What follows belongs to an exercise in optimizing a design on an open flow for small area, a short achievable clock period and few clock cycles; a production flow would make more cautious choices. In this exercise RTL edits were held to simulation tests only and were not proved equivalent to the original. Power and IR drop assume default switching activity.

## flow/design.v (module list and top-level ports; edited modules follow where they fit)
// module barker_xcorr: 923 lines
// module fa: 10 lines
// module ha: 9 lines
module barker_xcorr (
    input  wire               clk,
    input  wire               rst,           
    input  wire [3:0]         cfg_hdr,       
    input  wire [1:0]         cfg_mod,       
    input  wire [17:0]        cfg_trig,      
    input  wire [15:0]        cfg_hitcap,    
    input  wire               in_valid,
    output reg                in_ready,
    input  wire               in_last,
    input  wire signed [7:0]  in_re,
    input  wire signed [7:0]  in_im,
    output reg                hr_valid,
    output wire [16:0]        hr_idx,
    output reg  signed [17:0] hr_val,
    output reg                hi_valid,
    output wire [16:0]        hi_idx,
    output reg  signed [17:0] hi_val,
    output reg                done,
    output wire [15:0]        nhr,
    output wire [15:0]        nhi,
    output wire               hitovf,
    output reg                desync
);
  // ...
==> flow/flow/run.sh <==
#!/bin/bash
# Standard ORFS layout (standard synthesis) with: port buffers of buf_2;
# a clock tree of larger clusters without dummy loads; repair_timing aiming
# for extra setup slack so that the achieved period is short.
set -euo pipefail
bash standard.sh SETUP_SLACK_MARGIN=16.5 'BUFFER_PORTS_ARGS=-buffer_cell sky130_fd_sc_hd__buf_2' \
  'CTS_ARGS=-sink_clustering_enable -repair_clock_nets -sink_clustering_size 20 -sink_clustering_max_diameter 150 -buf_list sky130_fd_sc_hd__clkbuf_16 -sink_buffer_max_cap_derate 1.0 -dont_use_dummy_load' \
  finish > standard_flow.log 2>&1
==> flow/standard.sh <==
#!/bin/bash
# synth_recipe.tcl (not shown) runs the flow's synth.tcl, then flattens the netlist and writes it again
# the make line also repeats each setting of config.mk as NAME=value (left out here)
make -C /OpenROAD-flow-scripts/flow DESIGN_CONFIG=/design/flow/config.mk WORK_HOME=/design/flow/orfs CLKGATE_MAP_FILE= SYNTH_SCRIPT=/design/flow/synth_recipe.tcl "${@:-finish}"
==> flow/config.mk <==
export PLATFORM = sky130hd
export DESIGN_NAME = barker_xcorr
export DESIGN_NICKNAME = barker_xcorr
export VERILOG_FILES = /design/flow/design.v
export SDC_FILE = /design/flow/constraint.sdc
export NUM_CORES = 4
export LEC_CHECK = 0
export CAP_MARGIN = 20
export CORE_MARGIN = 2
export CORE_UTILIZATION = 40
export SLEW_MARGIN = 20
export SYNTH_HIERARCHICAL = 1
==> flow/constraint.sdc <==
create_clock -name core_clock -period 22.0 [get_ports {clk}]
set_input_delay 4.4000 -clock core_clock [delete_from_list [all_inputs] [get_ports {clk}]]
set_output_delay 4.4000 -clock core_clock [all_outputs]
set_load 0.01 [all_outputs]
==> notes.md, run 1 <==
post-route setup slack 16440 ps; fin. max-slew vios 0; top-area cell type share of the netlist area 36.03%; Max Cap Viol 0; final net count 2383; dominant class by area multi-input gates; post-route core utilization 45.25%; relative slew slack 30.22%; clock skew 25.58 ps; met3 Resource Use GR 2.076%; Clock Latency Late Sink 560 ps; clk root buf clkbuf_16; flops & latches, synth 420; Fill cells 4808; FF-to-FF setup slack 16720 ps; Post-Syn Area 21450 sq um; vias in the first global route 12708; Gate power share 51.9%; CTS tree done; post-cts sizing count 17; DR iter-0 viols 405; ratio of cells with drive above 1 in the final layout 15.92%; P_comb 1.51 mW; synth top area cells dfxtp_1 36%, fa_1 20%, ha_1 14%, xor2_1 4.8%, edfxtp_1 4.8%; status no timing/DRC/antenna violations; Crit. End Element output port; WL met2 20160 um; Sequential Area 8773 sq um; DRT antenna net count 0; RR Endpoint s_im[11]; bufs w/o clock 192; sequential cell area share 36.75%; GRT overflow 0; crit share post-route 25.27%; buffering overhead 5.021%; Fin Hold WS 340.8 ps
Testbench counts, summed over its fixed seeds: cycles 21,174.
==> inputs of run 2 (changes only) <==
--- a/flow/design.v
+++ b/flow/design.v
@@ -21,28 +21,30 @@
     output wire [15:0]        nhi,
     output wire               hitovf,
     output reg                desync
 );
     integer k;
     genvar  g;
     reg        is13, is11, h3;
     reg        mod0, mod2;
-    reg [17:0] trig_q;
-    reg [15:0] cap_q;
+    reg [15:0] trig_q;         
+    reg        trig_big;
+    reg        capnz;          
     reg [3:0]  z_last;         
     always @(posedge clk) begin
         is13   <= cfg_hdr[3] & cfg_hdr[2];
         is11   <= !cfg_hdr[2];
         h3     <= cfg_hdr[3];
         z_last <= {cfg_hdr[3], !cfg_hdr[3], cfg_hdr[3] & cfg_hdr[2], 1'b1};    
         mod0   <= (cfg_mod == 2'd0);
         mod2   <= cfg_mod[1];
-        trig_q <= cfg_trig;
-        cap_q  <= cfg_hitcap;
+        trig_q   <= cfg_trig[15:0];
+        trig_big <= |cfg_trig[17:16];
+        capnz  <= |cfg_hitcap;
     end
     reg [7:0] rre [0:12];
     reg [7:0] rim [0:12];
     reg        inframe;    
     reg        tail;       
     reg [3:0]  z;          
     reg [3:0]  r;          
     wire accept = in_valid & in_ready;
@@ -507,18 +509,18 @@
             fin2   <= 1'b0;
             first2 <= 1'b0;
         end else begin
             v2     <= v1;
             fin2   <= v1 & fin1;
             first2 <= first1;
         end
     end
-    wire [17:0] c_re, c_im;
-    wire cre_1, cre_2, cre_3, cre_4, cre_5, cre_6, cre_7, cre_8, cre_9, cre_10, cre_11, cre_12, cre_13, cre_14, cre_15, cre_16, cre_17, cre_18, cre_19, cre_20, cre_21, cre_22, cre_23, cre_24, cre_25, cre_26, cre_27, cre_28, cre_29, cre_30, cre_31, cre_32, cre_33, cre_34, cre_35, cre_36, cre_37, cre_38, cre_39, cre_40, cre_41, cre_42, cre_43, cre_44, cre_45, cre_46, cre_47, cre_48, cre_49, cre_50, cre_51, cre_52, cre_53, cre_54, cre_55, cre_56, cre_57, cre_58, cre_59, cre_60, cre_61, cre_62, cre_63, cre_64, cre_65, cre_66, cre_67, cre_68, cre_69, cre_70, cre_71, cre_72, cre_73, cre_74, cre_75, cre_76, cre_77, cre_78, cre_79, cre_80, cre_81, cre_82, cre_83, cre_84, cre_85, cre_86, cre_87, cre_88, cre_89, cre_90, cre_91, cre_92, cre_93, cre_94, cre_95, cre_96, cre_97, cre_98, cre_99, cre_100, cre_101, cre_102, cre_103, cre_104, cre_105, cre_106, cre_107, cre_108, cre_109, cre_110, cre_111, cre_112, cre_113, cre_114, cre_115, cre_116, cre_117, cre_118, cre_119, cre_120, cre_121, cre_122, cre_123, cre_124, cre_125, cre_126, cre_127, cre_128, cre_129, cre_130, cre_131, cre_132, cre_133, cre_134, cre_135, cre_136, cre_137, cre_138, cre_139, cre_140, cre_141, cre_142, cre_143, cre_144, cre_145, cre_146, cre_147, cre_148, cre_149, cre_150, cre_151, cre_152, cre_153, cre_154, cre_155, cre_156, cre_157, cre_158, cre_159, cre_160, cre_161, cre_162, cre_163, cre_164, cre_165, cre_166, cre_167, cre_168, cre_169, cre_170, cre_171, cre_172, cre_173, cre_174, cre_175, cre_176, cre_177, cre_178, cre_179, cre_180, cre_181, cre_182, cre_183, cre_184, cre_185, cre_186, cre_187, cre_188, cre_189, cre_190, cre_191, cre_192, cre_193, cre_194;
+    wire [16:0] c_re, c_im;
+    wire cre_1, cre_2, cre_3, cre_4, cre_5, cre_6, cre_7, cre_8, cre_9, cre_10, cre_11, cre_12, cre_13, cre_14, cre_15, cre_16, cre_17, cre_18, cre_19, cre_20, cre_21, cre_22, cre_23, cre_24, cre_25, cre_26, cre_27, cre_28, cre_29, cre_30, cre_31, cre_32, cre_33, cre_34, cre_35, cre_36, cre_37, cre_38, cre_39, cre_40, cre_41, cre_42, cre_43, cre_44, cre_45, cre_46, cre_47, cre_48, cre_49, cre_50, cre_51, cre_52, cre_53, cre_54, cre_55, cre_56, cre_57, cre_58, cre_59, cre_60, cre_61, cre_62, cre_63, cre_64, cre_65, cre_66, cre_67, cre_68, cre_69, cre_70, cre_71, cre_72, cre_73, cre_74, cre_75, cre_76, cre_77, cre_78, cre_79, cre_80, cre_81, cre_82, cre_83, cre_84, cre_85, cre_86, cre_87, cre_88, cre_89, cre_90, cre_91, cre_92, cre_93, cre_94, cre_95, cre_96, cre_97, cre_98, cre_99, cre_100, cre_101, cre_102, cre_103, cre_104, cre_105, cre_106, cre_107, cre_108, cre_109, cre_110, cre_111, cre_112, cre_113, cre_114, cre_115, cre_116, cre_117, cre_118, cre_119, cre_120, cre_121, cre_122, cre_123, cre_124, cre_125, cre_126, cre_127, cre_128, cre_129, cre_130, cre_131, cre_132, cre_133, cre_134, cre_135, cre_136, cre_137, cre_138, cre_139, cre_140, cre_141, cre_142, cre_143, cre_144, cre_145, cre_146, cre_147, cre_148, cre_149, cre_150, cre_151, cre_152, cre_153, cre_154, cre_155, cre_156, cre_157, cre_158, cre_159, cre_160, cre_161, cre_162, cre_163, cre_164, cre_165, cre_166, cre_167, cre_168, cre_169, cre_170, cre_171, cre_172, cre_173, cre_174, cre_175, cre_176, cre_177, cre_178, cre_179, cre_180, cre_181, cre_182;
     assign cre_1 = ~mod0;
     assign cre_2 = ~mod0 | s_re[0];
     assign cre_3 = s_re[0] ^ ~mod0;
     assign cre_4 = mod0 & s_re[1];
     assign cre_5 = s_re[1] ^ ~mod0;
     assign cre_6 = mod0 & s_re[2];
     assign cre_7 = mod0 & s_re[0];
     assign cre_8 = s_re[2] ^ ~mod0;
@@ -557,129 +559,119 @@
     assign cre_41 = s_re[11] ^ ~mod0;
     assign cre_42 = mod0 & s_re[11];
     assign cre_43 = mod0 ? s_re[11] : s_re[10];
     assign cre_44 = s_re[11] ^ ~mod0;
     assign cre_45 = mod0 & s_re[11];
     assign cre_46 = mod0 ? s_re[11] : s_re[11];
     assign cre_47 = s_re[11] ^ ~mod0;
     assign cre_48 = mod0 & s_re[11];
-    assign cre_49 = mod0 ? s_re[11] : s_re[11];
-    assign cre_50 = s_re[11] ^ ~mod0;
-    assign cre_51 = mod0 & s_re[11];
-    ha u_cre_52 (.a(cre_1), .b(cre_2), .s(cre_52), .co(cre_53));
-    ha u_cre_54 (.a(cre_3), .b(cre_4), .s(cre_54), .co(cre_55));
-    ha u_cre_56 (.a(cre_5), .b(cre_6), .s(cre_56), .co(cre_57));
-    fa u_cre_58 (.a(cre_7), .b(cre_8), .c(cre_9), .s(cre_58), .co(cre_59));
-    fa u_cre_60 (.a(cre_10), .b(cre_11), .c(cre_12), .s(cre_60), .co(cre_61));
-    fa u_cre_62 (.a(cre_13), .b(cre_14), .c(cre_15), .s(cre_62), .co(cre_63));
-    fa u_cre_64 (.a(cre_16), .b(cre_17), .c(cre_18), .s(cre_64), .co(cre_65));
-    fa u_cre_66 (.a(cre_19), .b(cre_20), .c(cre_21), .s(cre_66), .co(cre_67));
-    fa u_cre_68 (.a(cre_22), .b(cre_23), .c(cre_24), .s(cre_68), .co(cre_69));
-    fa u_cre_70 (.a(cre_25), .b(cre_26), .c(cre_27), .s(cre_70), .co(cre_71));
-    fa u_cre_72 (.a(cre_28), .b(cre_29), .c(cre_30), .s(cre_72), .co(cre_73));
-    fa u_cre_74 (.a(cre_31), .b(cre_32), .c(cre_33), .s(cre_74), .co(cre_75));
-    fa u_cre_76 (.a(cre_34), .b(cre_35), .c(cre_36), .s(cre_76), .co(cre_77));
-    fa u_cre_78 (.a(cre_37), .b(cre_38), .c(cre_39), .s(cre_78), .co(cre_79));
-    fa u_cre_80 (.a(cre_40), .b(cre_41), .c(cre_42), .s(cre_80), .co(cre_81));
-    fa u_cre_82 (.a(cre_43), .b(cre_44), .c(cre_45), .s(cre_82), .co(cre_83));
-    fa u_cre_84 (.a(cre_46), .b(cre_47), .c(cre_48), .s(cre_84), .co(cre_85));
-    fa u_cre_86 (.a(cre_49), .b(cre_50), .c(cre_51), .s(cre_86), .co(cre_87));
-    ha u_cre_88 (.a(cre_54), .b(cre_53), .s(cre_88), .co(cre_89));
-    ha u_cre_90 (.a(cre_56), .b(cre_55), .s(cre_90), .co(cre_91));
-    ha u_cre_92 (.a(cre_58), .b(cre_57), .s(cre_92), .co(cre_93));
-    ha u_cre_94 (.a(cre_60), .b(cre_59), .s(cre_94), .co(cre_95));
-    ha u_cre_96 (.a(cre_62), .b(cre_61), .s(cre_96), .co(cre_97));
-    ha u_cre_98 (.a(cre_64), .b(cre_63), .s(cre_98), .co(cre_99));
-    ha u_cre_100 (.a(cre_66), .b(cre_65), .s(cre_100), .co(cre_101));
-    ha u_cre_102 (.a(cre_68), .b(cre_67), .s(cre_102), .co(cre_103));
-    ha u_cre_104 (.a(cre_70), .b(cre_69), .s(cre_104), .co(cre_105));
-    ha u_cre_106 (.a(cre_72), .b(cre_71), .s(cre_106), .co(cre_107));
-    ha u_cre_108 (.a(cre_74), .b(cre_73), .s(cre_108), .co(cre_109));
-    ha u_cre_110 (.a(cre_76), .b(cre_75), .s(cre_110), .co(cre_111));
-    ha u_cre_112 (.a(cre_78), .b(cre_77), .s(cre_112), .co(cre_113));
-    ha u_cre_114 (.a(cre_80), .b(cre_79), .s(cre_114), .co(cre_115));
-    ha u_cre_116 (.a(cre_82), .b(cre_81), .s(cre_116), .co(cre_117));
-    ha u_cre_118 (.a(cre_84), .b(cre_83), .s(cre_118), .co(cre_119));
-    ha u_cre_120 (.a(cre_86), .b(cre_85), .s(cre_120), .co(cre_121));
-    assign cre_122 = cre_88 & cre_52;
-    assign cre_123 = cre_93 | (cre_92 & cre_91);
-    assign cre_124 = cre_92 & cre_90;
-    assign cre_125 = cre_97 | (cre_96 & cre_95);
-    assign cre_126 = cre_96 & cre_94;
-    assign cre_127 = cre_101 | (cre_100 & cre_99);
-    assign cre_128 = cre_100 & cre_98;
-    assign cre_129 = cre_105 | (cre_104 & cre_103);
-    assign cre_130 = cre_104 & cre_102;
-    assign cre_131 = cre_109 | (cre_108 & cre_107);
-    assign cre_132 = cre_108 & cre_106;
-    assign cre_133 = cre_113 | (cre_112 & cre_111);
-    assign cre_134 = cre_112 & cre_110;
-    assign cre_135 = cre_117 | (cre_116 & cre_115);
-    assign cre_136 = cre_116 & cre_114;
-    assign cre_137 = cre_121 | (cre_120 & cre_119);
-    assign cre_138 = cre_120 & cre_118;
-    assign cre_139 = cre_123 | (cre_124 & cre_89);
-    assign cre_140 = cre_124 & cre_122;
-    assign cre_141 = cre_127 | (cre_128 & cre_125);
-    assign cre_142 = cre_128 & cre_126;
-    assign cre_143 = cre_131 | (cre_132 & cre_129);
-    assign cre_144 = cre_132 & cre_130;
-    assign cre_145 = cre_135 | (cre_136 & cre_133);
-    assign cre_146 = cre_136 & cre_134;
-    assign cre_147 = cre_141 | (cre_142 & cre_139);
-    assign cre_148 = cre_142 & cre_140;
-    assign cre_149 = cre_145 | (cre_146 & cre_143);
-    assign cre_150 = cre_146 & cre_144;
-    assign cre_151 = cre_149 | (cre_150 & cre_147);
-    assign cre_152 = cre_150 & cre_148;
-    assign cre_153 = cre_143 | (cre_144 & cre_147);
-    assign cre_154 = cre_144 & cre_148;
-    assign cre_155 = cre_125 | (cre_126 & cre_139);
-    assign cre_156 = cre_126 & cre_140;
-    assign cre_157 = cre_129 | (cre_130 & cre_147);
-    assign cre_158 = cre_130 & cre_148;
-    assign cre_159 = cre_133 | (cre_134 & cre_153);
-    assign cre_160 = cre_134 & cre_154;
-    assign cre_161 = cre_137 | (cre_138 & cre_151);
-    assign cre_162 = cre_138 & cre_152;
-    assign cre_163 = cre_91 | (cre_90 & cre_89);
-    assign cre_164 = cre_90 & cre_122;
-    assign cre_165 = cre_95 | (cre_94 & cre_139);
-    assign cre_166 = cre_94 & cre_140;
-    assign cre_167 = cre_99 | (cre_98 & cre_155);
-    assign cre_168 = cre_98 & cre_156;
-    assign cre_169 = cre_103 | (cre_102 & cre_147);
-    assign cre_170 = cre_102 & cre_148;
-    assign cre_171 = cre_107 | (cre_106 & cre_157);
-    assign cre_172 = cre_106 & cre_158;
-    assign cre_173 = cre_111 | (cre_110 & cre_153);
-    assign cre_174 = cre_110 & cre_154;
-    assign cre_175 = cre_115 | (cre_114 & cre_159);
-    assign cre_176 = cre_114 & cre_160;
-    assign cre_177 = cre_119 | (cre_118 & cre_151);
-    assign cre_178 = cre_118 & cre_152;
-    assign cre_179 = cre_90 ^ cre_89;
-    assign cre_180 = cre_92 ^ cre_163;
-    assign cre_181 = cre_94 ^ cre_139;
-    assign cre_182 = cre_96 ^ cre_165;
-    assign cre_183 = cre_98 ^ cre_155;
-    assign cre_184 = cre_100 ^ cre_167;
-    assign cre_185 = cre_102 ^ cre_147;
-    assign cre_186 = cre_104 ^ cre_169;
-    assign cre_187 = cre_106 ^ cre_157;
-    assign cre_188 = cre_108 ^ cre_171;
-    assign cre_189 = cre_110 ^ cre_153;
-    assign cre_190 = cre_112 ^ cre_173;
-    assign cre_191 = cre_114 ^ cre_159;
-    assign cre_192 = cre_116 ^ cre_175;
-    assign cre_193 = cre_118 ^ cre_151;
-    assign cre_194 = cre_120 ^ cre_177;
-    assign c_re = {cre_194, cre_193, cre_192, cre_191, cre_190, cre_189, cre_188, cre_187, cre_186, cre_185, cre_184, cre_183, cre_182, cre_181, cre_180, cre_179, cre_88, cre_52};
-    wire cim_1, cim_2, cim_3, cim_4, cim_5, cim_6, cim_7, cim_8, cim_9, cim_10, cim_11, cim_12, cim_13, cim_14, cim_15, cim_16, cim_17, cim_18, cim_19, cim_20, cim_21, cim_22, cim_23, cim_24, cim_25, cim_26, cim_27, cim_28, cim_29, cim_30, cim_31, cim_32, cim_33, cim_34, cim_35, cim_36, cim_37, cim_38, cim_39, cim_40, cim_41, cim_42, cim_43, cim_44, cim_45, cim_46, cim_47, cim_48, cim_49, cim_50, cim_51, cim_52, cim_53, cim_54, cim_55, cim_56, cim_57, cim_58, cim_59, cim_60, cim_61, cim_62, cim_63, cim_64, cim_65, cim_66, cim_67, cim_68, cim_69, cim_70, cim_71, cim_72, cim_73, cim_74, cim_75, cim_76, cim_77, cim_78, cim_79, cim_80, cim_81, cim_82, cim_83, cim_84, cim_85, cim_86, cim_87, cim_88, cim_89, cim_90, cim_91, cim_92, cim_93, cim_94, cim_95, cim_96, cim_97, cim_98, cim_99, cim_100, cim_101, cim_102, cim_103, cim_104, cim_105, cim_106, cim_107, cim_108, cim_109, cim_110, cim_111, cim_112, cim_113, cim_114, cim_115, cim_116, cim_117, cim_118, cim_119, cim_120, cim_121, cim_122, cim_123, cim_124, cim_125, cim_126, cim_127, cim_128, cim_129, cim_130, cim_131, cim_132, cim_133, cim_134, cim_135, cim_136, cim_137, cim_138, cim_139, cim_140, cim_141, cim_142, cim_143, cim_144, cim_145, cim_146, cim_147, cim_148, cim_149, cim_150, cim_151, cim_152, cim_153, cim_154, cim_155, cim_156, cim_157, cim_158, cim_159, cim_160, cim_161, cim_162, cim_163, cim_164, cim_165, cim_166, cim_167, cim_168, cim_169, cim_170, cim_171, cim_172, cim_173, cim_174, cim_175, cim_176, cim_177, cim_178, cim_179, cim_180, cim_181, cim_182, cim_183, cim_184, cim_185, cim_186, cim_187, cim_188, cim_189, cim_190, cim_191, cim_192, cim_193, cim_194;
+    ha u_cre_49 (.a(cre_1), .b(cre_2), .s(cre_49), .co(cre_50));
+    ha u_cre_51 (.a(cre_3), .b(cre_4), .s(cre_51), .co(cre_52));
+    ha u_cre_53 (.a(cre_5), .b(cre_6), .s(cre_53), .co(cre_54));
+    fa u_cre_55 (.a(cre_7), .b(cre_8), .c(cre_9), .s(cre_55), .co(cre_56));
+    fa u_cre_57 (.a(cre_10), .b(cre_11), .c(cre_12), .s(cre_57), .co(cre_58));
+    fa u_cre_59 (.a(cre_13), .b(cre_14), .c(cre_15), .s(cre_59), .co(cre_60));
+    fa u_cre_61 (.a(cre_16), .b(cre_17), .c(cre_18), .s(cre_61), .co(cre_62));
+    fa u_cre_63 (.a(cre_19), .b(cre_20), .c(cre_21), .s(cre_63), .co(cre_64));
+    fa u_cre_65 (.a(cre_22), .b(cre_23), .c(cre_24), .s(cre_65), .co(cre_66));
+    fa u_cre_67 (.a(cre_25), .b(cre_26), .c(cre_27), .s(cre_67), .co(cre_68));
+    fa u_cre_69 (.a(cre_28), .b(cre_29), .c(cre_30), .s(cre_69), .co(cre_70));
+    fa u_cre_71 (.a(cre_31), .b(cre_32), .c(cre_33), .s(cre_71), .co(cre_72));
+    fa u_cre_73 (.a(cre_34), .b(cre_35), .c(cre_36), .s(cre_73), .co(cre_74));
+    fa u_cre_75 (.a(cre_37), .b(cre_38), .c(cre_39), .s(cre_75), .co(cre_76));
+    fa u_cre_77 (.a(cre_40), .b(cre_41), .c(cre_42), .s(cre_77), .co(cre_78));
+    fa u_cre_79 (.a(cre_43), .b(cre_44), .c(cre_45), .s(cre_79), .co(cre_80));
+    fa u_cre_81 (.a(cre_46), .b(cre_47), .c(cre_48), .s(cre_81), .co(cre_82));
+    ha u_cre_83 (.a(cre_51), .b(cre_50), .s(cre_83), .co(cre_84));
+    ha u_cre_85 (.a(cre_53), .b(cre_52), .s(cre_85), .co(cre_86));
+    ha u_cre_87 (.a(cre_55), .b(cre_54), .s(cre_87), .co(cre_88));
+    ha u_cre_89 (.a(cre_57), .b(cre_56), .s(cre_89), .co(cre_90));
+    ha u_cre_91 (.a(cre_59), .b(cre_58), .s(cre_91), .co(cre_92));
+    ha u_cre_93 (.a(cre_61), .b(cre_60), .s(cre_93), .co(cre_94));
+    ha u_cre_95 (.a(cre_63), .b(cre_62), .s(cre_95), .co(cre_96));
+    ha u_cre_97 (.a(cre_65), .b(cre_64), .s(cre_97), .co(cre_98));
+    ha u_cre_99 (.a(cre_67), .b(cre_66), .s(cre_99), .co(cre_100));
+    ha u_cre_101 (.a(cre_69), .b(cre_68), .s(cre_101), .co(cre_102));
+    ha u_cre_103 (.a(cre_71), .b(cre_70), .s(cre_103), .co(cre_104));
+    ha u_cre_105 (.a(cre_73), .b(cre_72), .s(cre_105), .co(cre_106));
+    ha u_cre_107 (.a(cre_75), .b(cre_74), .s(cre_107), .co(cre_108));
+    ha u_cre_109 (.a(cre_77), .b(cre_76), .s(cre_109), .co(cre_110));
+    ha u_cre_111 (.a(cre_79), .b(cre_78), .s(cre_111), .co(cre_112));
+    ha u_cre_113 (.a(cre_81), .b(cre_80), .s(cre_113), .co(cre_114));
+    assign cre_115 = cre_83 & cre_49;
+    assign cre_116 = cre_88 | (cre_87 & cre_86);
+    assign cre_117 = cre_87 & cre_85;
+    assign cre_118 = cre_92 | (cre_91 & cre_90);
+    assign cre_119 = cre_91 & cre_89;
+    assign cre_120 = cre_96 | (cre_95 & cre_94);
+    assign cre_121 = cre_95 & cre_93;
+    assign cre_122 = cre_100 | (cre_99 & cre_98);
+    assign cre_123 = cre_99 & cre_97;
+    assign cre_124 = cre_104 | (cre_103 & cre_102);
+    assign cre_125 = cre_103 & cre_101;
+    assign cre_126 = cre_108 | (cre_107 & cre_106);
+    assign cre_127 = cre_107 & cre_105;
+    assign cre_128 = cre_112 | (cre_111 & cre_110);
+    assign cre_129 = cre_111 & cre_109;
+    assign cre_130 = cre_116 | (cre_117 & cre_84);
+    assign cre_131 = cre_117 & cre_115;
+    assign cre_132 = cre_120 | (cre_121 & cre_118);
+    assign cre_133 = cre_121 & cre_119;
+    assign cre_134 = cre_124 | (cre_125 & cre_122);
+    assign cre_135 = cre_125 & cre_123;
+    assign cre_136 = cre_128 | (cre_129 & cre_126);
+    assign cre_137 = cre_129 & cre_127;
+    assign cre_138 = cre_132 | (cre_133 & cre_130);
+    assign cre_139 = cre_133 & cre_131;
+    assign cre_140 = cre_136 | (cre_137 & cre_134);
+    assign cre_141 = cre_137 & cre_135;
+    assign cre_142 = cre_140 | (cre_141 & cre_138);
+    assign cre_143 = cre_141 & cre_139;
+    assign cre_144 = cre_134 | (cre_135 & cre_138);
+    assign cre_145 = cre_135 & cre_139;
+    assign cre_146 = cre_118 | (cre_119 & cre_130);
+    assign cre_147 = cre_119 & cre_131;
+    assign cre_148 = cre_122 | (cre_123 & cre_138);
+    assign cre_149 = cre_123 & cre_139;
+    assign cre_150 = cre_126 | (cre_127 & cre_144);
+    assign cre_151 = cre_127 & cre_145;
+    assign cre_152 = cre_86 | (cre_85 & cre_84);
+    assign cre_153 = cre_85 & cre_115;
+    assign cre_154 = cre_90 | (cre_89 & cre_130);
+    assign cre_155 = cre_89 & cre_131;
+    assign cre_156 = cre_94 | (cre_93 & cre_146);
+    assign cre_157 = cre_93 & cre_147;
+    assign cre_158 = cre_98 | (cre_97 & cre_138);
+    assign cre_159 = cre_97 & cre_139;
+    assign cre_160 = cre_102 | (cre_101 & cre_148);
+    assign cre_161 = cre_101 & cre_149;
+    assign cre_162 = cre_106 | (cre_105 & cre_144);
+    assign cre_163 = cre_105 & cre_145;
+    assign cre_164 = cre_110 | (cre_109 & cre_150);
+    assign cre_165 = cre_109 & cre_151;
+    assign cre_166 = cre_114 | (cre_113 & cre_142);
+    assign cre_167 = cre_113 & cre_143;
+    assign cre_168 = cre_85 ^ cre_84;
+    assign cre_169 = cre_87 ^ cre_152;
+    assign cre_170 = cre_89 ^ cre_130;
+    assign cre_171 = cre_91 ^ cre_154;
+    assign cre_172 = cre_93 ^ cre_146;
+    assign cre_173 = cre_95 ^ cre_156;
+    assign cre_174 = cre_97 ^ cre_138;
+    assign cre_175 = cre_99 ^ cre_158;
+    assign cre_176 = cre_101 ^ cre_148;
+    assign cre_177 = cre_103 ^ cre_160;
+    assign cre_178 = cre_105 ^ cre_144;
+    assign cre_179 = cre_107 ^ cre_162;
+    assign cre_180 = cre_109 ^ cre_150;
+    assign cre_181 = cre_111 ^ cre_164;
+    assign cre_182 = cre_113 ^ cre_142;
+    assign c_re = {cre_182, cre_181, cre_180, cre_179, cre_178, cre_177, cre_176, cre_175, cre_174, cre_173, cre_172, cre_171, cre_170, cre_169, cre_168, cre_83, cre_49};
+    wire cim_1, cim_2, cim_3, cim_4, cim_5, cim_6, cim_7, cim_8, cim_9, cim_10, cim_11, cim_12, cim_13, cim_14, cim_15, cim_16, cim_17, cim_18, cim_19, cim_20, cim_21, cim_22, cim_23, cim_24, cim_25, cim_26, cim_27, cim_28, cim_29, cim_30, cim_31, cim_32, cim_33, cim_34, cim_35, cim_36, cim_37, cim_38, cim_39, cim_40, cim_41, cim_42, cim_43, cim_44, cim_45, cim_46, cim_47, cim_48, cim_49, cim_50, cim_51, cim_52, cim_53, cim_54, cim_55, cim_56, cim_57, cim_58, cim_59, cim_60, cim_61, cim_62, cim_63, cim_64, cim_65, cim_66, cim_67, cim_68, cim_69, cim_70, cim_71, cim_72, cim_73, cim_74, cim_75, cim_76, cim_77, cim_78, cim_79, cim_80, cim_81, cim_82, cim_83, cim_84, cim_85, cim_86, cim_87, cim_88, cim_89, cim_90, cim_91, cim_92, cim_93, cim_94, cim_95, cim_96, cim_97, cim_98, cim_99, cim_100, cim_101, cim_102, cim_103, cim_104, cim_105, cim_106, cim_107, cim_108, cim_109, cim_110, cim_111, cim_112, cim_113, cim_114, cim_115, cim_116, cim_117, cim_118, cim_119, cim_120, cim_121, cim_122, cim_123, cim_124, cim_125, cim_126, cim_127, cim_128, cim_129, cim_130, cim_131, cim_132, cim_133, cim_134, cim_135, cim_136, cim_137, cim_138, cim_139, cim_140, cim_141, cim_142, cim_143, cim_144, cim_145, cim_146, cim_147, cim_148, cim_149, cim_150, cim_151, cim_152, cim_153, cim_154, cim_155, cim_156, cim_157, cim_158, cim_159, cim_160, cim_161, cim_162, cim_163, cim_164, cim_165, cim_166, cim_167, cim_168, cim_169, cim_170, cim_171, cim_172, cim_173, cim_174, cim_175, cim_176, cim_177, cim_178, cim_179, cim_180, cim_181, cim_182;
     assign cim_1 = ~mod0;
     assign cim_2 = ~mod0 | s_im[0];
     assign cim_3 = s_im[0] ^ ~mod0;
     assign cim_4 = mod0 & s_im[1];
     assign cim_5 = s_im[1] ^ ~mod0;
     assign cim_6 = mod0 & s_im[2];
     assign cim_7 = mod0 & s_im[0];
     assign cim_8 = s_im[2] ^ ~mod0;
@@ -718,162 +710,152 @@
     assign cim_41 = s_im[11] ^ ~mod0;
     assign cim_42 = mod0 & s_im[11];
     assign cim_43 = mod0 ? s_im[11] : s_im[10];
     assign cim_44 = s_im[11] ^ ~mod0;
     assign cim_45 = mod0 & s_im[11];
     assign cim_46 = mod0 ? s_im[11] : s_im[11];
     assign cim_47 = s_im[11] ^ ~mod0;
     assign cim_48 = mod0 & s_im[11];
-    assign cim_49 = mod0 ? s_im[11] : s_im[11];
-    assign cim_50 = s_im[11] ^ ~mod0;
-    assign cim_51 = mod0 & s_im[11];
-    ha u_cim_52 (.a(cim_1), .b(cim_2), .s(cim_52), .co(cim_53));
-    ha u_cim_54 (.a(cim_3), .b(cim_4), .s(cim_54), .co(cim_55));
-    ha u_cim_56 (.a(cim_5), .b(cim_6), .s(cim_56), .co(cim_57));
-    fa u_cim_58 (.a(cim_7), .b(cim_8), .c(cim_9), .s(cim_58), .co(cim_59));
-    fa u_cim_60 (.a(cim_10), .b(cim_11), .c(cim_12), .s(cim_60), .co(cim_61));
-    fa u_cim_62 (.a(cim_13), .b(cim_14), .c(cim_15), .s(cim_62), .co(cim_63));
-    fa u_cim_64 (.a(cim_16), .b(cim_17), .c(cim_18), .s(cim_64), .co(cim_65));
-    fa u_cim_66 (.a(cim_19), .b(cim_20), .c(cim_21), .s(cim_66), .co(cim_67));
-    fa u_cim_68 (.a(cim_22), .b(cim_23), .c(cim_24), .s(cim_68), .co(cim_69));
-    fa u_cim_70 (.a(cim_25), .b(cim_26), .c(cim_27), .s(cim_70), .co(cim_71));
-    fa u_cim_72 (.a(cim_28), .b(cim_29), .c(cim_30), .s(cim_72), .co(cim_73));
-    fa u_cim_74 (.a(cim_31), .b(cim_32), .c(cim_33), .s(cim_74), .co(cim_75));
-    fa u_cim_76 (.a(cim_34), .b(cim_35), .c(cim_36), .s(cim_76), .co(cim_77));
-    fa u_cim_78 (.a(cim_37), .b(cim_38), .c(cim_39), .s(cim_78), .co(cim_79));
-    fa u_cim_80 (.a(cim_40), .b(cim_41), .c(cim_42), .s(cim_80), .co(cim_81));
-    fa u_cim_82 (.a(cim_43), .b(cim_44), .c(cim_45), .s(cim_82), .co(cim_83));
-    fa u_cim_84 (.a(cim_46), .b(cim_47), .c(cim_48), .s(cim_84), .co(cim_85));
-    fa u_cim_86 (.a(cim_49), .b(cim_50), .c(cim_51), .s(cim_86), .co(cim_87));
-    ha u_cim_88 (.a(cim_54), .b(cim_53), .s(cim_88), .co(cim_89));
-    ha u_cim_90 (.a(cim_56), .b(cim_55), .s(cim_90), .co(cim_91));
-    ha u_cim_92 (.a(cim_58), .b(cim_57), .s(cim_92), .co(cim_93));
-    ha u_cim_94 (.a(cim_60), .b(cim_59), .s(cim_94), .co(cim_95));
-    ha u_cim_96 (.a(cim_62), .b(cim_61), .s(cim_96), .co(cim_97));
-    ha u_cim_98 (.a(cim_64), .b(cim_63), .s(cim_98), .co(cim_99));
-    ha u_cim_100 (.a(cim_66), .b(cim_65), .s(cim_100), .co(cim_101));
-    ha u_cim_102 (.a(cim_68), .b(cim_67), .s(cim_102), .co(cim_103));
-    ha u_cim_104 (.a(cim_70), .b(cim_69), .s(cim_104), .co(cim_105));
-    ha u_cim_106 (.a(cim_72), .b(cim_71), .s(cim_106), .co(cim_107));
-    ha u_cim_108 (.a(cim_74), .b(cim_73), .s(cim_108), .co(cim_109));
-    ha u_cim_110 (.a(cim_76), .b(cim_75), .s(cim_110), .co(cim_111));
-    ha u_cim_112 (.a(cim_78), .b(cim_77), .s(cim_112), .co(cim_113));
-    ha u_cim_114 (.a(cim_80), .b(cim_79), .s(cim_114), .co(cim_115));
-    ha u_cim_116 (.a(cim_82), .b(cim_81), .s(cim_116), .co(cim_117));
-    ha u_cim_118 (.a(cim_84), .b(cim_83), .s(cim_118), .co(cim_119));
-    ha u_cim_120 (.a(cim_86), .b(cim_85), .s(cim_120), .co(cim_121));
-    assign cim_122 = cim_88 & cim_52;
-    assign cim_123 = cim_93 | (cim_92 & cim_91);
-    assign cim_124 = cim_92 & cim_90;
-    assign cim_125 = cim_97 | (cim_96 & cim_95);
-    assign cim_126 = cim_96 & cim_94;
-    assign cim_127 = cim_101 | (cim_100 & cim_99);
-    assign cim_128 = cim_100 & cim_98;
-    assign cim_129 = cim_105 | (cim_104 & cim_103);
-    assign cim_130 = cim_104 & cim_102;
-    assign cim_131 = cim_109 | (cim_108 & cim_107);
-    assign cim_132 = cim_108 & cim_106;
-    assign cim_133 = cim_113 | (cim_112 & cim_111);
-    assign cim_134 = cim_112 & cim_110;
-    assign cim_135 = cim_117 | (cim_116 & cim_115);
-    assign cim_136 = cim_116 & cim_114;
-    assign cim_137 = cim_121 | (cim_120 & cim_119);
-    assign cim_138 = cim_120 & cim_118;
-    assign cim_139 = cim_123 | (cim_124 & cim_89);
-    assign cim_140 = cim_124 & cim_122;
-    assign cim_141 = cim_127 | (cim_128 & cim_125);
-    assign cim_142 = cim_128 & cim_126;
-    assign cim_143 = cim_131 | (cim_132 & cim_129);
-    assign cim_144 = cim_132 & cim_130;
-    assign cim_145 = cim_135 | (cim_136 & cim_133);
-    assign cim_146 = cim_136 & cim_134;
-    assign cim_147 = cim_141 | (cim_142 & cim_139);
-    assign cim_148 = cim_142 & cim_140;
-    assign cim_149 = cim_145 | (cim_146 & cim_143);
-    assign cim_150 = cim_146 & cim_144;
-    assign cim_151 = cim_149 | (cim_150 & cim_147);
-    assign cim_152 = cim_150 & cim_148;
-    assign cim_153 = cim_143 | (cim_144 & cim_147);
-    assign cim_154 = cim_144 & cim_148;
-    assign cim_155 = cim_125 | (cim_126 & cim_139);
-    assign cim_156 = cim_126 & cim_140;
-    assign cim_157 = cim_129 | (cim_130 & cim_147);
-    assign cim_158 = cim_130 & cim_148;
-    assign cim_159 = cim_133 | (cim_134 & cim_153);
-    assign cim_160 = cim_134 & cim_154;
-    assign cim_161 = cim_137 | (cim_138 & cim_151);
-    assign cim_162 = cim_138 & cim_152;
-    assign cim_163 = cim_91 | (cim_90 & cim_89);
-    assign cim_164 = cim_90 & cim_122;
-    assign cim_165 = cim_95 | (cim_94 & cim_139);
-    assign cim_166 = cim_94 & cim_140;
-    assign cim_167 = cim_99 | (cim_98 & cim_155);
-    assign cim_168 = cim_98 & cim_156;
-    assign cim_169 = cim_103 | (cim_102 & cim_147);
-    assign cim_170 = cim_102 & cim_148;
-    assign cim_171 = cim_107 | (cim_106 & cim_157);
-    assign cim_172 = cim_106 & cim_158;
-    assign cim_173 = cim_111 | (cim_110 & cim_153);
-    assign cim_174 = cim_110 & cim_154;
-    assign cim_175 = cim_115 | (cim_114 & cim_159);
-    assign cim_176 = cim_114 & cim_160;
-    assign cim_177 = cim_119 | (cim_118 & cim_151);
-    assign cim_178 = cim_118 & cim_152;
-    assign cim_179 = cim_90 ^ cim_89;
-    assign cim_180 = cim_92 ^ cim_163;
-    assign cim_181 = cim_94 ^ cim_139;
-    assign cim_182 = cim_96 ^ cim_165;
-    assign cim_183 = cim_98 ^ cim_155;
-    assign cim_184 = cim_100 ^ cim_167;
-    assign cim_185 = cim_102 ^ cim_147;
-    assign cim_186 = cim_104 ^ cim_169;
-    assign cim_187 = cim_106 ^ cim_157;
-    assign cim_188 = cim_108 ^ cim_171;
-    assign cim_189 = cim_110 ^ cim_153;
-    assign cim_190 = cim_112 ^ cim_173;
-    assign cim_191 = cim_114 ^ cim_159;
-    assign cim_192 = cim_116 ^ cim_175;
-    assign cim_193 = cim_118 ^ cim_151;
-    assign cim_194 = cim_120 ^ cim_177;
-    assign c_im = {cim_194, cim_193, cim_192, cim_191, cim_190, cim_189, cim_188, cim_187, cim_186, cim_185, cim_184, cim_183, cim_182, cim_181, cim_180, cim_179, cim_88, cim_52};
+    ha u_cim_49 (.a(cim_1), .b(cim_2), .s(cim_49), .co(cim_50));
+    ha u_cim_51 (.a(cim_3), .b(cim_4), .s(cim_51), .co(cim_52));
+    ha u_cim_53 (.a(cim_5), .b(cim_6), .s(cim_53), .co(cim_54));
+    fa u_cim_55 (.a(cim_7), .b(cim_8), .c(cim_9), .s(cim_55), .co(cim_56));
+    fa u_cim_57 (.a(cim_10), .b(cim_11), .c(cim_12), .s(cim_57), .co(cim_58));
+    fa u_cim_59 (.a(cim_13), .b(cim_14), .c(cim_15), .s(cim_59), .co(cim_60));
+    fa u_cim_61 (.a(cim_16), .b(cim_17), .c(cim_18), .s(cim_61), .co(cim_62));
+    fa u_cim_63 (.a(cim_19), .b(cim_20), .c(cim_21), .s(cim_63), .co(cim_64));
+    fa u_cim_65 (.a(cim_22), .b(cim_23), .c(cim_24), .s(cim_65), .co(cim_66));
+    fa u_cim_67 (.a(cim_25), .b(cim_26), .c(cim_27), .s(cim_67), .co(cim_68));
+    fa u_cim_69 (.a(cim_28), .b(cim_29), .c(cim_30), .s(cim_69), .co(cim_70));
+    fa u_cim_71 (.a(cim_31), .b(cim_32), .c(cim_33), .s(cim_71), .co(cim_72));
+    fa u_cim_73 (.a(cim_34), .b(cim_35), .c(cim_36), .s(cim_73), .co(cim_74));
+    fa u_cim_75 (.a(cim_37), .b(cim_38), .c(cim_39), .s(cim_75), .co(cim_76));
+    fa u_cim_77 (.a(cim_40), .b(cim_41), .c(cim_42), .s(cim_77), .co(cim_78));
+    fa u_cim_79 (.a(cim_43), .b(cim_44), .c(cim_45), .s(cim_79), .co(cim_80));
+    fa u_cim_81 (.a(cim_46), .b(cim_47), .c(cim_48), .s(cim_81), .co(cim_82));
+    ha u_cim_83 (.a(cim_51), .b(cim_50), .s(cim_83), .co(cim_84));
+    ha u_cim_85 (.a(cim_53), .b(cim_52), .s(cim_85), .co(cim_86));
+    ha u_cim_87 (.a(cim_55), .b(cim_54), .s(cim_87), .co(cim_88));
+    ha u_cim_89 (.a(cim_57), .b(cim_56), .s(cim_89), .co(cim_90));
+    ha u_cim_91 (.a(cim_59), .b(cim_58), .s(cim_91), .co(cim_92));
+    ha u_cim_93 (.a(cim_61), .b(cim_60), .s(cim_93), .co(cim_94));
+    ha u_cim_95 (.a(cim_63), .b(cim_62), .s(cim_95), .co(cim_96));
+    ha u_cim_97 (.a(cim_65), .b(cim_64), .s(cim_97), .co(cim_98));
+    ha u_cim_99 (.a(cim_67), .b(cim_66), .s(cim_99), .co(cim_100));
+    ha u_cim_101 (.a(cim_69), .b(cim_68), .s(cim_101), .co(cim_102));
+    ha u_cim_103 (.a(cim_71), .b(cim_70), .s(cim_103), .co(cim_104));
+    ha u_cim_105 (.a(cim_73), .b(cim_72), .s(cim_105), .co(cim_106));
+    ha u_cim_107 (.a(cim_75), .b(cim_74), .s(cim_107), .co(cim_108));
+    ha u_cim_109 (.a(cim_77), .b(cim_76), .s(cim_109), .co(cim_110));
+    ha u_cim_111 (.a(cim_79), .b(cim_78), .s(cim_111), .co(cim_112));
+    ha u_cim_113 (.a(cim_81), .b(cim_80), .s(cim_113), .co(cim_114));
+    assign cim_115 = cim_83 & cim_49;
+    assign cim_116 = cim_88 | (cim_87 & cim_86);
+    assign cim_117 = cim_87 & cim_85;
+    assign cim_118 = cim_92 | (cim_91 & cim_90);
+    assign cim_119 = cim_91 & cim_89;
+    assign cim_120 = cim_96 | (cim_95 & cim_94);
+    assign cim_121 = cim_95 & cim_93;
+    assign cim_122 = cim_100 | (cim_99 & cim_98);
+    assign cim_123 = cim_99 & cim_97;
+    assign cim_124 = cim_104 | (cim_103 & cim_102);
+    assign cim_125 = cim_103 & cim_101;
+    assign cim_126 = cim_108 | (cim_107 & cim_106);
+    assign cim_127 = cim_107 & cim_105;
+    assign cim_128 = cim_112 | (cim_111 & cim_110);
+    assign cim_129 = cim_111 & cim_109;
+    assign cim_130 = cim_116 | (cim_117 & cim_84);
+    assign cim_131 = cim_117 & cim_115;
+    assign cim_132 = cim_120 | (cim_121 & cim_118);
+    assign cim_133 = cim_121 & cim_119;
+    assign cim_134 = cim_124 | (cim_125 & cim_122);
+    assign cim_135 = cim_125 & cim_123;
+    assign cim_136 = cim_128 | (cim_129 & cim_126);
+    assign cim_137 = cim_129 & cim_127;
+    assign cim_138 = cim_132 | (cim_133 & cim_130);
+    assign cim_139 = cim_133 & cim_131;
+    assign cim_140 = cim_136 | (cim_137 & cim_134);
+    assign cim_141 = cim_137 & cim_135;
+    assign cim_142 = cim_140 | (cim_141 & cim_138);
+    assign cim_143 = cim_141 & cim_139;
+    assign cim_144 = cim_134 | (cim_135 & cim_138);
+    assign cim_145 = cim_135 & cim_139;
+    assign cim_146 = cim_118 | (cim_119 & cim_130);
+    assign cim_147 = cim_119 & cim_131;
+    assign cim_148 = cim_122 | (cim_123 & cim_138);
+    assign cim_149 = cim_123 & cim_139;
+    assign cim_150 = cim_126 | (cim_127 & cim_144);
+    assign cim_151 = cim_127 & cim_145;
+    assign cim_152 = cim_86 | (cim_85 & cim_84);
+    assign cim_153 = cim_85 & cim_115;
+    assign cim_154 = cim_90 | (cim_89 & cim_130);
+    assign cim_155 = cim_89 & cim_131;
+    assign cim_156 = cim_94 | (cim_93 & cim_146);
+    assign cim_157 = cim_93 & cim_147;
+    assign cim_158 = cim_98 | (cim_97 & cim_138);
+    assign cim_159 = cim_97 & cim_139;
+    assign cim_160 = cim_102 | (cim_101 & cim_148);
+    assign cim_161 = cim_101 & cim_149;
+    assign cim_162 = cim_106 | (cim_105 & cim_144);
+    assign cim_163 = cim_105 & cim_145;
+    assign cim_164 = cim_110 | (cim_109 & cim_150);
+    assign cim_165 = cim_109 & cim_151;
+    assign cim_166 = cim_114 | (cim_113 & cim_142);
+    assign cim_167 = cim_113 & cim_143;
+    assign cim_168 = cim_85 ^ cim_84;
+    assign cim_169 = cim_87 ^ cim_152;
+    assign cim_170 = cim_89 ^ cim_130;
+    assign cim_171 = cim_91 ^ cim_154;
+    assign cim_172 = cim_93 ^ cim_146;
+    assign cim_173 = cim_95 ^ cim_156;
+    assign cim_174 = cim_97 ^ cim_138;
+    assign cim_175 = cim_99 ^ cim_158;
+    assign cim_176 = cim_101 ^ cim_148;
+    assign cim_177 = cim_103 ^ cim_160;
+    assign cim_178 = cim_105 ^ cim_144;
+    assign cim_179 = cim_107 ^ cim_162;
+    assign cim_180 = cim_109 ^ cim_150;
+    assign cim_181 = cim_111 ^ cim_164;
+    assign cim_182 = cim_113 ^ cim_142;
+    assign c_im = {cim_182, cim_181, cim_180, cim_179, cim_178, cim_177, cim_176, cim_175, cim_174, cim_173, cim_172, cim_171, cim_170, cim_169, cim_168, cim_83, cim_49};
     function hit;
-        input [17:0] c;
+        input [15:0] c;
         input sgn;
-        input [17:0] t;
-        reg [18:0] d;
+        input [15:0] t;
+        reg [16:0] d;
         begin
-            d = {1'b0, c ^ {18{sgn}}} + {1'b0, ~t} + {18'd0, sgn} + 19'd1;
-            hit = d[18];
+            d = {1'b0, c ^ {16{sgn}}} + {1'b0, ~t} + {16'd0, sgn} + 17'd1;
+            hit = d[16];
         end
     endfunction
-    reg [17:0] cq_re, cq_im;
+    reg [16:0] cq_re, cq_im;
     reg        v3, fin3, first3;
     always @(posedge clk) begin
         cq_re <= c_re;
         cq_im <= c_im;
         if (rst) begin
             v3     <= 1'b0;
             fin3   <= 1'b0;
             first3 <= 1'b0;
         end else begin
             v3     <= v2;
             fin3   <= v2 & fin2;
             first3 <= first2;
         end
     end
-    wire trig_re = hit(cq_re, cq_re[17], trig_q);
-    wire trig_im = hit(cq_im, cq_im[17], trig_q);
+    wire trig_re = !trig_big & hit(cq_re[15:0], cq_re[16], trig_q);
+    wire trig_im = !trig_big & hit(cq_im[15:0], cq_im[16], trig_q);
     reg  [15:0] cnt_r, cnt_i;
     reg         room_r, room_i;    
     reg         ovf;
     reg  [16:0] idx;
-    wire        capnz  = |cap_q;
-    wire [15:0] base_r = first3 ? 16'd0 : cnt_r;
-    wire [15:0] base_i = first3 ? 16'd0 : cnt_i;
+    wire        clr    = v3 & first3;
+    wire [15:0] base_r = clr ? 16'd0 : cnt_r;
+    wire [15:0] base_i = clr ? 16'd0 : cnt_i;
     wire [15:0] inc_r, inc_i;
     wire [16:0] inc_x;
     wire [16:0] cr_r, cr_i, cr_x;      
     assign inc_r[0] = !base_r[0];
     assign inc_i[0] = !base_i[0];
     assign inc_x[0] = idx[0] ^ v3;
     assign cr_r[0]  = base_r[0];
     assign cr_i[0]  = base_i[0];
@@ -886,26 +868,28 @@
         end
     endgenerate
     assign inc_x[16] = idx[16] ^ cr_x[15];
     wire lt_r   = first3 ? capnz : room_r;
     wire lt_i   = first3 ? capnz : room_i;
     wire rec_re = trig_re & lt_r;
     wire rec_im = trig_im & lt_i;
     wire drop   = (trig_re & !lt_r) | (trig_im & !lt_i);
-    wire [15:0] cnt_r_nx = rec_re ? inc_r : base_r;
-    wire [15:0] cnt_i_nx = rec_im ? inc_i : base_i;
+    wire [15:0] run_r = {cr_r[14:0], 1'b1};
+    wire [15:0] run_i = {cr_i[14:0], 1'b1};
+    wire [15:0] cnt_r_nx = base_r ^ (run_r & {16{v3 & rec_re}});
+    wire [15:0] cnt_i_nx = base_i ^ (run_i & {16{v3 & rec_im}});
     always @(posedge clk) begin
-        hr_val <= cq_re;
-        hi_val <= cq_im;
+        hr_val <= {cq_re[16], cq_re};
+        hi_val <= {cq_im[16], cq_im};
+        cnt_r <= cnt_r_nx;
+        cnt_i <= cnt_i_nx;
         if (v3) begin
-            cnt_r  <= cnt_r_nx;
-            cnt_i  <= cnt_i_nx;
-            room_r <= rec_re ? (inc_r != cap_q) : lt_r;
-            room_i <= rec_im ? (inc_i != cap_q) : lt_i;
+            room_r <= rec_re ? (inc_r != cfg_hitcap) : lt_r;
+            room_i <= rec_im ? (inc_i != cfg_hitcap) : lt_i;
         end
         idx    <= (v3 & first3) ? 17'd0 : inc_x;
         ovf    <= (ovf & !(v3 & first3)) | (v3 & drop);
         desync <= !mod2 & (cnt_r_nx != cnt_i_nx);
         if (rst) begin
             hr_valid <= 1'b0;
             hi_valid <= 1'b0;
             done     <= 1'b0;
==> flow/config.mk (replaced) <==
export PLATFORM = sky130hd
export DESIGN_NAME = barker_xcorr
export DESIGN_NICKNAME = barker_xcorr
export VERILOG_FILES = /design/flow/design.v
export SDC_FILE = /design/flow/constraint.sdc
export NUM_CORES = 4
export LEC_CHECK = 0
export CAP_MARGIN = 20
export CORE_MARGIN = 2
export CORE_UTILIZATION = 60
export SLEW_MARGIN = 20
export SYNTH_HIERARCHICAL = 1
==> notes.md, run 2 <==
Tot Pwr 2.694 mW; Avg Cell Area, Syn 11.87 sq um; Internal Power 1.672 mW; Post-DP HPWL 29010 um; Clock transition at path regs 80 ps; final setup fails 0; Synth Instances 1748; CTS sink cnt 400; final WL 38170 um; first-pass GRT wire length 63040 um; Least-Margin Pin Slew 1025 ps; Fill cells 2739 (-43%); leakage power 10.83 nW; pwr dens 118.4 nW/um^2; CP Data Arrival Time 1030 ps; Post-Syn Area 20760 sq um (-3.2%); CP required 17600 ps; Ports 168; final net count 2382 (-0.042%); DR DRC count 0; Placer Congestion 0.8652; worst path bufs/invs 1; FMAX 0.1841 GHz; Netlist cell types 54; largest net degree at the start of global routing 54; WS Path Type reg2out; slowest CP cell dfxtp_1; multi-input logic area 12130 sq um; ys async rst share 0%; most common cell after layout, fill and taps aside dfxtp_1; unrepaired setup endpoints after global routing true; wire per inst 16.29 um; die area 36100 sq um; Core ar. 34290 sq um; Clock Latency Late Sink 560 ps (about the same); clk root buf clkbuf_16; GRT overflow 0 (unchanged); relative slew slack 30.32% (+0.097 points); Final Critical Period 5433 ps; register area share after synthesis 38.67%; die width 190 um; Synthesized Nets 2240; Crit. End Element output port; leading cell types by count after synthesis 398 x dfxtp_1, 224 x ha_1, 208 x fa_1, 122 x and2_1, 118 x xor2_1; antenna violations before repair 0; CP cell instances buf_2; fin. max-slew vios 0 (unchanged); type of origin of the critical path flip-flop; crit share post-route 24.69% (-0.58 points); status no timing/DRC/antenna violations; DRT antenna net count 0 (unchanged); Initial DRT Pass Iterations 4; setup_tns 0 ps; Total GRT Usage 21.96%; top-area cell type share of the netlist area 38.38% (+2.4 points); Buffers on Ports 165; power share of the sequential group 33.5%; antenna cells 0; die height 190 um; Max Cap Viol 0 (unchanged); final hold vios 0; CTS tree done; Sequential Area 8044 sq um (-8.3%); drt via density 5.038; Clock Tree Buf Depth 3; Clock Power Share 15.3%; most frequent cell after synthesis dfxtp_1; # rows 68; clock skew 56.17 ps (+30.59 ps); VDD IR-drop max 90.12 uV; top cell type by total area after synthesis dfxtp_1; vias 11804; layout overhead on the synthesized area 9.590%; synth top area cells dfxtp_1 38%, fa_1 20%, ha_1 14%, xor2_1 5.0%, xnor2_1 4.5%; biggest regs rim (104), rre (104); Gate power share 51.2% (-0.7 points); H-tree depth 1; NetSw 1.022 mW; switching share of power 37.92%; Largest stage delay, worst path 340 ps; vias in the first global route 12520 (-1.5%); Post-synth EDFFs 2; flops & latches, synth 400 (-4.8%); critical path fanouts, max 3; CTS buffer count 23; Synth Flop Type dfxtp_1; ratio of cells with drive above 1 in the final layout 13.51% (-2.4 points); most frequent cells in the layout 393 x dfxtp_1, 223 x ha_1, 208 x fa_1; DR iter-0 viols 319 (-21%); Initial Util 60.54%; Synthesis Warnings 11; Hold Path Class reg2reg; Crit path max-delay family flip-flops
==> run 2: cell count changes in the layout (fill, tap and decap cells not counted), sizes merged, moves of 6 or more <==
cell | before | now
edfxtp | 34 | 2
nor2b | 41 | 10
and2 | 93 | 122
mux2 | 46 | 17
xnor2 | 88 | 107
nand2 | 60 | 76
dfxtp | 386 | 398
nor2 | 74 | 86
ha | 233 | 224
nor3 | 4 | 13
a21oi | 41 | 33
inv | 89 | 95
xnor3 | 0 | 6
==> run 2: per-stage QoR <==
step	setup WS [ps]	hold slack, ps	instance area (sq um)	utilization (%)	std cells
final	16570	307.0	22750	66.34	2343
after global routing	16410	326.9	22750	66.34	2343
after CTS	16510	310.3	22640	66.03	2342
after detailed placement	15840	330.7	21880	63.81	2306
after global placement	15880	325.5	21880	63.81	2306
after floorplan	16510	323.6	20780	-	1748
==> run 2: logic make-up (layout without fill, tap and decap cells) <==
logic type               after synthesis  count (layout)  share of synthesized area (%)
AO/OA/AOI/OAI                        112             112                          3.562
XOR/XNOR                             231             231                          10.14
adder cells (fa/ha/maj)              432             432                          33.56
buffers and inverters                165             305                          3.363
flip-flops                           400             400                          38.67
multiplexers                          21              21                          1.133
AND/OR/NAND/NOR                      387             387                          9.560
==> run 2: path summary, 6_finish.rpt <==
path | to | cells after the start | start | slack (ps)
setup / recovery | in_ready | 1 | in_ready | 16570
hold / removal | rre[12][0] | 0 | rre[11][0] | 310
setup reg to reg | s_re[11] | 19 | z_last[1] | 16660
hold reg to reg | rre[12][0] | 0 | rre[11][0] | 310
==> run 2: cell type report <==
cell class	count	area share (%)
Tap cell	455	2.503
Clock buffer	23	2.530
Inverter	96	1.601
Multi-Input combinational cell	1183	53.31
Sequential cell	400	35.36
Timing Repair Buffer	186	4.697
==> run 2: power groups by stage <==
stage	registers (mW)	logic, mW	clock network, mW
floorplan	0.902	1.05	0
global placement	0.923	1.32	0
detailed placement	0.925	1.35	0
CTS	0.906	1.38	0.428
global route	0.915	1.59	0.451
finish	0.904	1.38	0.412
==> run 2: timing repair <==
action | CTS | global route
hold buffers | 0 | 0
gates resized for setup | 13 | 24
pin swaps | 0 | 7
buffers inserted | 13 | 1
endpoints found under the setup margin | 10 | 7
==> run 2: per-layer routing <==
layer	GRT usage [%]	share of wire [%]	vias to the layer above
met5	0	0	-
met4	4.890	2.2	0
met3	2.121	2.9	52
met2	38.18	48	166
met1	29.91	47	5674
li1	-	-	5912
==> run 2: modules after synthesis, one instance, submodules excluded <==
module        flip-flops and latches  copies in the design  cells  cell area (sq um)
barker_xcorr                     400                     1   1447              15440
ha                                 0                    95      1              12.51
fa                                 0                   206      1              20.02
Testbench counts of run 2, summed over its fixed seeds: cycles 21,174.
==> inputs of run 3 (changes only) <==
--- a/flow/config.mk
+++ b/flow/config.mk
@@ -7,6 +7,6 @@
 export LEC_CHECK = 0
 export CAP_MARGIN = 20
 export CORE_MARGIN = 2
-export CORE_UTILIZATION = 60
+export CORE_UTILIZATION = 40
 export SLEW_MARGIN = 20
 export SYNTH_HIERARCHICAL = 1
==> notes.md, run 3 <==
status no timing/DRC/antenna violations; Netlist cell types 54 (unchanged); Buffers on Ports 165 (unchanged); Worst Hold End rre[12][4]; Crit path max-delay family flip-flops; worst path bufs/invs 1 (unchanged); relative slew slack 31.21% (+0.90 points); H-tree depth 1 (unchanged); Crit. End Element output port; CTS buffer count 23 (unchanged); CTS sink cnt 400 (unchanged); layout overhead on the synthesized area 11.15%; Post-synth EDFFs 2 (unchanged); vias in the first global route 12692 (+1.4%); leakage power 10.83 nW (about the same); VDD IR-drop max 74.72 uV (-17%); critical path fanouts, max 2 (-1); top-area cell type share of the netlist area 38.38% (unchanged); wire per inst 15.39 um (-5.5%); vias 11913 (+0.92%); ratio of cells with drive above 1 in the final layout 14.41% (+0.90 points); post-route core utilization 44.97% (-21 points); Largest stage delay, worst path 370 ps (+30 ps); Initial DRT Pass Iterations 4 (unchanged); Total GRT Usage 14.98% (-7.0 points); die area 53730 sq um (+49%); DR iter-0 viols 280 (-12%); pwr dens 117.7 nW/um^2 (-0.61%); Ports 168 (unchanged); biggest regs rim (104), rre (104); Final Critical Period 5452 ps (+19.40 ps); CP Data Arrival Time 1050 ps (+20 ps); drt via density 4.639 (-7.9%); leading cell types by count after synthesis 398 x dfxtp_1, 224 x ha_1, 208 x fa_1, 122 x and2_1, 118 x xor2_1; Initial Util 40.46% (-20 points); final setup fails 0 (unchanged); DRT antenna net count 0 (unchanged); unrepaired setup endpoints after global routing true; die height 231.8 um (+22%); type of origin of the critical path flip-flop; HP Start rre[11][4]; first-pass GRT wire length 64760 um (+2.7%); crit share post-route 24.78% (+0.088 points); CP cell instances buf_2; Clock transition at path regs 80 ps (about the same); final hold vios 0 (unchanged); # rows 83 (+22%); register area share after synthesis 38.67% (unchanged); synth top area cells dfxtp_1 38%, fa_1 20%, ha_1 14%, xor2_1 5.0%, xnor2_1 4.5%; Least-Margin Pin Slew 1032 ps (+6.812 ps); CTS tree done; most frequent cells in the layout 380 x dfxtp_1, 222 x ha_1, 207 x fa_1; DR DRC count 0 (unchanged); setup_tns 0 ps (unchanged); Post-Syn Area 20760 sq um (unchanged); antenna cells 0 (unchanged); Avg Cell Area, Syn 11.87 sq um (unchanged); fin. max-slew vios 0 (unchanged); Synthesized Nets 2240 (unchanged); FMAX 0.1834 GHz (-0.36%); Placed Instances 2531 (+9.8%); Tot Pwr 2.715 mW (+0.80%); R2R depth 15 (-4); Clock Latency Late Sink 560 ps (about the same); Design Area, Final 23070 sq um (+1.4%); flops & latches, synth 400 (unchanged); Layout Cells excl Fill 2568 (+9.6%); hold bufs inserted after CTS 0 (unchanged); Max Cap Viol 0 (unchanged); Placement Cell Area 22160 sq um (+1.3%); Hold Path Class reg2reg; Synth Instances 1748 (unchanged); RR Endpoint s_re[11]; final net count 2382 (unchanged); final WL 39520 um (+3.5%); Synthesis Warnings 11 (unchanged); clk root buf clkbuf_16; top cell type by total area after synthesis dfxtp_1; Post-DP HPWL 30560 um (+5.3%); die width 231.8 um (+22%); worst r2r src z_last[1]; CP required 17600 ps (about the same); WS Path Type reg2out; Core ar. 51300 sq um (+50%); most common cell after layout, fill and taps aside dfxtp_1; most frequent cell after synthesis dfxtp_1; FF-to-FF setup slack 16680 ps (+20 ps); Placer Congestion 0.8890 (+2.8%); slowest CP cell dfxtp_1; GRT overflow 0 (unchanged); Hold Path Stages 0 (unchanged); ys async rst share 0% (unchanged); clock skew 33.96 ps (-22.21 ps); Clock Tree Buf Depth 3 (unchanged); antenna violations before repair 0 (unchanged); Synth Flop Type dfxtp_1; largest net degree at the start of global routing 54 (unchanged)
[run 3: how the worst max path moves through the flow]
stage | end | slack [ps] | cells past startpoint | start
2_1_floorplan | s_im[11] | 16510 | 20 | z_last[1]
3_3_place_gp | s_im[11] | 15990 | 18 | z_last[3]
3_5_place_dp | room_i | 15940 | 23 | v3
4_1_cts | s_im[11] | 16490 | 18 | z_last[1]
5_1_grt | s_re[10] | 16470 | 16 | z_last[1]
6_report | nhi[0] | 16550 | 1 | cnt_i[0]
[run 3: kinds of logic (layout without fill, tap and decap cells)]
logic type / count (synthesis) / after routing / share of synthesized area (%)
XOR/XNOR: 231 / 231 / 10.14
adder cells (fa/ha/maj): 432 / 432 / 33.56
AO/OA/AOI/OAI: 112 / 112 / 3.562
flip-flops: 400 / 400 / 38.67
AND/OR/NAND/NOR: 387 / 387 / 9.560
buffers and inverters: 165 / 305 / 3.363
multiplexers: 21 / 21 / 1.133
[run 3: cell type report]
type                            instances  area [sq um]
Inverter                               96         364.1
Sequential cell                       400          8063
Timing Repair Buffer                  186          1070
Clock buffer                           23         575.6
Tap cell                              680         850.8
Fill cell                            4794         28230
Multi-Input combinational cell       1183         12150
[run 3: power breakdown]
group	leakage (nW)	internal [mW]	switching (mW)
logic	7.27	0.658	0.736
registers	3.27	0.832	0.0719
clock network	0.283	0.186	0.231
total	10.8	1.68	1.04
[run 3: modules after synthesis (local to each module, per instance)]
module	copies in the design	cells
fa	206	1
ha	95	1
barker_xcorr	1	1447
[run 3: layer usage]
layer,up-vias,track usage [%],wire length [um]
li1,5909,-,-
met1,5792,20.23,18680
met2,175,25.61,18740
met3,37,1.817,1374
met4,0,3.466,715
met5,-,0,0
[run 3: repair_timing]
| action | in CTS | in global routing |
|---|---|---|
| buffers inserted | 6 | 8 |
| hold endpoints to repair | 0 | 0 |
| setup endpoints to repair | 17 | 20 |
| gates resized for setup | 26 | 33 |
| pin swaps | 0 | 10 |
[run 3: metrics by stage]
step | worst slack (ps) | hold slack [ps]
finish | 16550 | 329.5
global route | 16470 | 331.1
CTS | 16490 | 329.0
detailed placement | 15940 | 329.4
global placement | 15990 | 326.7
floorplan | 16510 | 323.6

==> port drivers added, routing unchanged <==
The flow's constraints put no driver on any port. The routed layouts listed below were extracted and timed again, unchanged, in two steps. Step 1 assumes that a clkbuf_16 drives the clock port and a buf_2 every other input. Step 2 adds t to the input delays and takes it off the output delays; t is the mean of the earliest and latest rising clock arrival at the registers after step 1. Input paths then give back, and output paths get back, about the clock's delay inside the block. a / b / c = no drivers / after step 1 / after step 2; a / b = the first two.
run | t, ns | slack for setup (ns) | worst setup path after step 2
run 1 | 0.602 | 16.440 / 16.383 / 16.274 | input to register
run 2 | 0.588 | 16.568 / 16.511 / 16.204 | input to register
run 3 | 0.598 | 16.548 / 16.493 / 16.261 | input to register
After both steps setup and hold are still met in every run listed. The setup slack of run 2, which loses most, moves by -0.057 ns with the drivers and by -0.364 ns with both steps.
